Background: an optimization exercise with open tools, aiming at small area, a short achievable clock period and few clock cycles per item. Do not read the settings as production practice. RTL that was checked went through simulation tests only; none was proved equivalent to the original. Power figures rest on the tool's default switching activity, not on a simulated workload.

Design jmp, start of the top module:
module jmp (
    input  wire        clk,
    input  wire        rst,           
    input  wire        load,
    input  wire [31:0] load_size,
    input  wire        start,
    input  wire        setq,
    input  wire [7:0]  setq_val,
    output wire        mem_re,
    output wire [31:0] mem_addr,
    input  wire [7:0]  mem_rdata,
    output wire        qt_we,
    output wire [10:0] qt_addr,
    output wire [7:0]  qt_wdata,
    output wire [15:0] status,
    output wire [31:0] size_o,
    output wire [7:0]  qfactor,
    output wire [31:0] offset_o,
    output wire [7:0]  width_blocks,
    output wire [7:0]  height_blocks,
    output wire [7:0]  type_o,
    output wire        precision,
    output wire [15:0] restart_interval,
    output wire [31:0] header_len,
    output wire [31:0] scan_off,
    output wire [31:0] scan_len
);
clock: 8.0 ns
lec_check: 0
cap_margin: 20
core_margin: 2
core_utilization: 55
cts_buf_list: sky130_fd_sc_hd__clkbuf_8
place_density: 0.65
setup_slack_margin: 4.3
slew_margin: 20
standard.sh (not shown) runs the stock make flow with config.mk's settings and CLKGATE_MAP_FILE= SYNTH_SCRIPT=/design/flow/synth_recipe.tcl, a recipe that flattens the netlist after the stock synthesis.
==> flow/flow/run.sh <==
#!/bin/bash
# The standard layout (the standard.sh: standard synthesis, floorplan, place, CTS, route,
# finish), with the I/O port buffers made from sky130_fd_sc_hd__buf_1 instead of the default
# cell buffer_ports picks. Every port still gets its own buffer.
set -euo pipefail
bash standard.sh "BUFFER_PORTS_ARGS=-buffer_cell sky130_fd_sc_hd__buf_1" finish > standard_make.log 2>&1
The starting point ran to the end with no violations.
Rerun with:
--- a/flow/design.v
+++ b/flow/design.v
@@ -80,38 +80,35 @@
     reg        bsy;        
     reg [4:0]  ph;
     reg [2:0]  kind;
     reg [31:0] a;          
     reg [15:0] len;        
     reg [10:0] qa;         
     reg        fj;         
     reg        ci;         
     reg        wr;         
     reg        l_is4, l_is17, l_lt4;    
     reg [7:0]  d;          
-    reg        p_live, p_v, p_b6;             
-    reg [3:0]  p_or7;
+    reg        p_live, p_v, p_b6, p_or7;      
     reg        d_live, d_v, d_f64, d_f128;    
-    wire [32:0] cmp   = {1'b0, size} + {1'b0, ~a} + {32'd0, ci};
+    wire [32:0] cmp;
+    jmp_add #(.W(32)) u_cmp (.a(size), .b(~a), .ci(ci), .s(cmp));
     wire        cmp_c = cmp[32];
-    wire [8:0]  pp_m;
-    wire [16:0] off_h1;
-    jmp_add #(.W(8))  u_ppm (.a(offset[15:8]),  .b(mem_rdata), .ci(1'b0), .s(pp_m));
-    jmp_add #(.W(16)) u_oh1 (.a(offset[31:16]), .b(16'd0),     .ci(1'b1), .s(off_h1));
-    wire [31:0] pp = {pp_m[8] ? off_h1[15:0] : offset[31:16], pp_m[7:0], offset[7:0]};
-    wire        pp_load = bsy && (ph == S_CODE || (ph == S_LHI && !d_live));
-    wire [8:0]  jp_lo;
-    wire [32:0] sl_h1;
-    jmp_add #(.W(8))  u_jlo (.a(sl[7:0]),         .b(mem_rdata), .ci(1'b0), .s(jp_lo));
-    jmp_add #(.W(32)) u_sh1 (.a({8'd0, sl[31:8]}), .b(32'd0),    .ci(1'b1), .s(sl_h1));
-    wire [31:0] jp = {jp_lo[8] ? sl_h1[23:0] : sl[31:8], jp_lo[7:0]};
+    wire [8:0]  jp_lo, jp_m0, jp_m1;
+    wire [16:0] jp_h1;
+    jmp_add #(.W(8))  u_jlo (.a(offset[7:0]),   .b(mem_rdata), .ci(1'b0), .s(jp_lo));
+    jmp_add #(.W(8))  u_jm0 (.a(offset[15:8]),  .b(d),         .ci(1'b0), .s(jp_m0));
+    jmp_add #(.W(8))  u_jm1 (.a(offset[15:8]),  .b(d),         .ci(1'b1), .s(jp_m1));
+    jmp_add #(.W(16)) u_jh1 (.a(offset[31:16]), .b(16'd0),     .ci(1'b1), .s(jp_h1));
+    wire [8:0]  jp_m   = jp_lo[8] ? jp_m1 : jp_m0;
+    wire [31:0] jp     = {jp_m[8] ? jp_h1[15:0] : offset[31:16], jp_m[7:0], jp_lo[7:0]};
     wire [32:0] a_inc;
     jmp_add #(.W(32)) u_inc (.a(a), .b(32'd0), .ci(1'b1), .s(a_inc));
     wire [15:0] lfull = {len[15:8], d};
     wire        hd128   = (d[7:4] != 4'd0);
     wire        r_ge67  = (|len[15:7]) | (len[6] & ((|len[5:2]) | (len[1] & len[0])));
     wire        r_ge131 = (|len[15:8]) | (len[7] & ((|len[6:2]) | (len[1] & len[0])));
     wire        dq_fit  = hd128 ? (r_ge131 & d_f128) : (r_ge67 & d_f64);
     wire        dq_last = prec ? (&qa[6:0]) : (&qa[5:0]);
     wire        pend = (cause == 6'd0);
     wire        fin_ok    = sof_found && dqt_found && wb != 8'd0 && hb != 8'd0;
     wire [2:0]  fin_st    = fin_ok ? ST_OK : ST_FAIL;
@@ -136,33 +133,31 @@
         S_RSR:    jump = 1'b1;
         S_FIN0:   begin jump = 1'b1; a_zero = 1'b1; end
         S_FIN, S_FINS: hold = 1'b1;
         default: ;
         endcase
     end
     always @(posedge clk) begin
         d      <= mem_rdata;
         p_live <= bsy && !jump && !jump1 && !hold;
         p_v    <= cmp_c;
         p_b6   <= cmp[6];
-        p_or7  <= {|cmp[31:24], |cmp[23:16], |cmp[15:8], cmp[7]};
+        p_or7  <= |cmp[31:7];
         d_live <= p_live && !jump;
         d_v    <= p_v;
-        d_f64  <= p_v && ((|p_or7) || p_b6);
-        d_f128 <= p_v && (|p_or7);
+        d_f64  <= p_v && (p_or7 || p_b6);
+        d_f128 <= p_v && p_or7;
     end
     always @(posedge clk) begin
         if (ci)
             sl <= cmp[31:0];
-        else if (pp_load)
-            sl <= pp;
     end
     always @(posedge clk) begin
         if (rst) begin
             st   <= ST_IDLE;
             bsy  <= 1'b0;
             size <= 32'd0;
             qf   <= 8'd255;
             ph   <= S_SEARCH;
             ci   <= 1'b0;
             wr   <= 1'b0;
         end else if (!bsy) begin
Outcome: Maximum frequency goes down by roughly a tenth. Global-route usage is about the same. Synthesized area goes down by a few percent. Routed wire length goes down by a few percent. Worst setup slack degrades by 0.45 ns. Synthesized cell count goes down by a few percent. Cell count goes down by a few percent. Final area goes down by a few percent. Via count goes down by a few percent. Worst hold slack improves by 0.037 ns. Power goes down by a few percent. First-iteration DRC count goes up by a few percent.
No functional check of the RTL was part of any run of this note.

========
## before
Another version of the RTL of jmp (not shown whole).
Size: roughly 250 flip-flops, roughly 330 I/O pins, about 17,000 um^2 of cells after synthesis.
Settings: LEC_CHECK=0, CAP_MARGIN=20, CORE_MARGIN=2, CORE_UTILIZATION=55, CTS_BUF_LIST=sky130_fd_sc_hd__clkbuf_8, PLACE_DENSITY=0.65, SETUP_SLACK_MARGIN=4.6, SLEW_MARGIN=20, TNS_END_PERCENT=0; clock period 8.0 ns.
==> flow/flow/run.sh <==
#!/bin/bash
# The standard layout (the standard.sh: standard synthesis, floorplan, place, CTS, route,
# finish), with two changes to how it is built:
#  - the I/O port buffers are sky130_fd_sc_hd__buf_1 instead of the cell buffer_ports picks
#    by default; every port still gets its own buffer;
#  - clock tree synthesis inserts no dummy loads.
set -euo pipefail
bash standard.sh \
  "BUFFER_PORTS_ARGS=-buffer_cell sky130_fd_sc_hd__buf_1" \
  "CTS_ARGS=-sink_clustering_enable -repair_clock_nets -dont_use_dummy_load -sink_clustering_size 14 -sink_clustering_max_diameter 60 -buf_list sky130_fd_sc_hd__clkbuf_8" \
  finish > standard_make.log 2>&1
Testbench counts of before, summed over its fixed seeds: cycles 78,442, items 320.
For after, these inputs were changed with respect to before:
--- a/flow/design.v
+++ b/flow/design.v
@@ -173,15 +173,14 @@
                 end
             end else if (start) begin
                 st        <= ST_BUSY;
                 bsy       <= 1'b1;
                 ph        <= S_SEARCH;
                 cause     <= 6'd0;
-                offset    <= 32'd0;
                 a         <= 32'd0;
-                fj        <= 1'b1;
+                fj        <= 1'b0;
                 sof_found <= 1'b0;
                 dqt_found <= 1'b0;
                 sos_found <= 1'b0;
                 dri_found <= 1'b0;
                 eoi_seen  <= 1'b0;
                 prec      <= 1'b0;
Notes after the runs:
before completed end to end with timing, DRC and antenna clean.
after was carried through to the last stage, and its layout satisfied the timing, design-rule and antenna checks.
Compare after and before | first-iteration detailed-routing DRC count higher: before
Any difference in number of levels in the clock H-tree between before and after is small enough to ignore.
[compare] base=before new=after: logic depth of the worst register-to-register path went up by 7; multiplexer share of the synthesized area shows a reduction of 1.8 points; max-slew violation count shows no meaningful change; routed wire length went down by about 7%; achievable clock frequency increased by about 0.38% relative to the old numbers.
Going from before to after, combined area of the multi-input logic cells shrank by a few percent.
after vs before, top metal layer carrying routed signals: met4 vs met5
Compared with before, in after met2 layer wire length in the routed design lower, number of cells on the worst hold path lower.
Testbench counts of after, summed over its fixed seeds: cycles 78,442, items 320.

========
Setup of lane 1:
RTL: one of the versions met above, not the one the previous note started from.
For scale: roughly 1700 cells after synthesis, ~330 I/O pins, ~0.016 mm2 of cells after synthesis.
export LEC_CHECK = 0
export CAP_MARGIN = 20
export CORE_MARGIN = 2
export CORE_UTILIZATION = 55
export PLACE_DENSITY = 0.65
export SETUP_SLACK_MARGIN = 4.75
export SLEW_MARGIN = 20
export TNS_END_PERCENT = 0
create_clock -name core_clock -period 8.0 [get_ports {clk}]
Scripts as last shown in full above: flow/flow/run.sh
Testbench counts of lane 1, summed over its fixed seeds: cycles 78,442, items 320.
Inputs modified between lane 1 and lane 2:
--- a/flow/design.v
+++ b/flow/design.v
@@ -169,22 +169,23 @@
             if (load) begin
                 if (~&load_size[31:16] || ~|load_size[15:0]) begin
                     size <= load_size;
                     st   <= ST_IDLE;
                 end
             end else if (start) begin
                 st        <= ST_BUSY;
                 bsy       <= 1'b1;
                 ph        <= S_SEARCH;
                 cause     <= 6'd0;
+                offset    <= 32'd0;
                 a         <= 32'd0;
-                fj        <= 1'b0;
+                fj        <= 1'b1;
                 sof_found <= 1'b0;
                 dqt_found <= 1'b0;
                 sos_found <= 1'b0;
                 dri_found <= 1'b0;
                 eoi_seen  <= 1'b0;
                 prec      <= 1'b0;
                 ri        <= 16'd0;
             end else if (setq) begin
                 qf <= setq_val;
             end
[summary]
- End of the critical path: a[6] -> lane 2, a[30] -> lane 1
- Hold slack: lane 2 < lane 1
- Lane 2: sequential share of layout area is 1.3 points lower than what lane 1 reported.
- Against lane 1, via count of the routed design in lane 2 came out worse.
- From lane 1 to lane 2 the numbers moved as follows: average wire length per cell after detail routing climbed 6.4%; count of cells along the worst hold path went up by 1; die height rose by 1.5%; utilization after layout now larger; final worst-path setup slack shows a reduction of 0.070 ns.
- Total standard cell area after synthesis sits higher in lane 2 than in lane 1.
- The synthesized instance count reported for lane 2 is greater than that of lane 1 by 62.
- On lane 2: fraction of the cycle the final worst path needs is 0.88 points higher than what lane 1 gave.
- Core area, lane 2 vs lane 1: up by a few percent
- Signed area change from the synthesized netlist to the final layout for lane 2 is higher than for lane 1.
Testbench counts of lane 2, summed over its fixed seeds: cycles 78,442, items 320.

## afterwards: timing with drivers on the ports
Ports are ideal in the flow. The routed layouts listed here were re-timed in OpenROAD.
Step 1, drivers: a clkbuf_16 drives clk and a buf_2 each remaining input, both assumed.
Step 2 times the ports against the registers' clock, not the clock port: input delays grow and output delays shrink by t, the midpoint of the rising clock arrivals with the driver on.
a / b / c = no drivers / after step 1 / after step 2; a / b = the first two.
run | shift t [ns] | setup slack, ns | latest minus earliest clock arrival (ns) | worst register clock-pin slew, ns | cell pins on the clock port's net
the first run of note 1 | 0.635 | 4.332 / 4.350 / 3.715 | 0.018 / 0.018 | 0.07 / 0.07 | 1
the second run of note 1 | 0.625 | 3.878 / 3.884 / 3.260 | 0.042 / 0.043 | 0.07 / 0.07 | 1
before | 0.643 | 4.371 / 4.398 / 3.755 | 0.036 / 0.036 | 0.10 / 0.10 | 1
after | 0.627 | 4.384 / 4.384 / 3.824 | 0.065 / 0.065 | 0.10 / 0.10 | 1
lane 1 | 0.626 | 4.494 / 4.494 / 3.895 | 0.067 / 0.068 | 0.10 / 0.10 | 1
lane 2 | 0.640 | 4.424 / 4.429 / 3.789 | 0.046 / 0.046 | 0.10 / 0.10 | 1
After both steps setup and hold are still met in every run listed. For lane 2, which loses most, drivers alone change the setup slack by +0.005 ns; drivers and shift together by -0.635 ns.
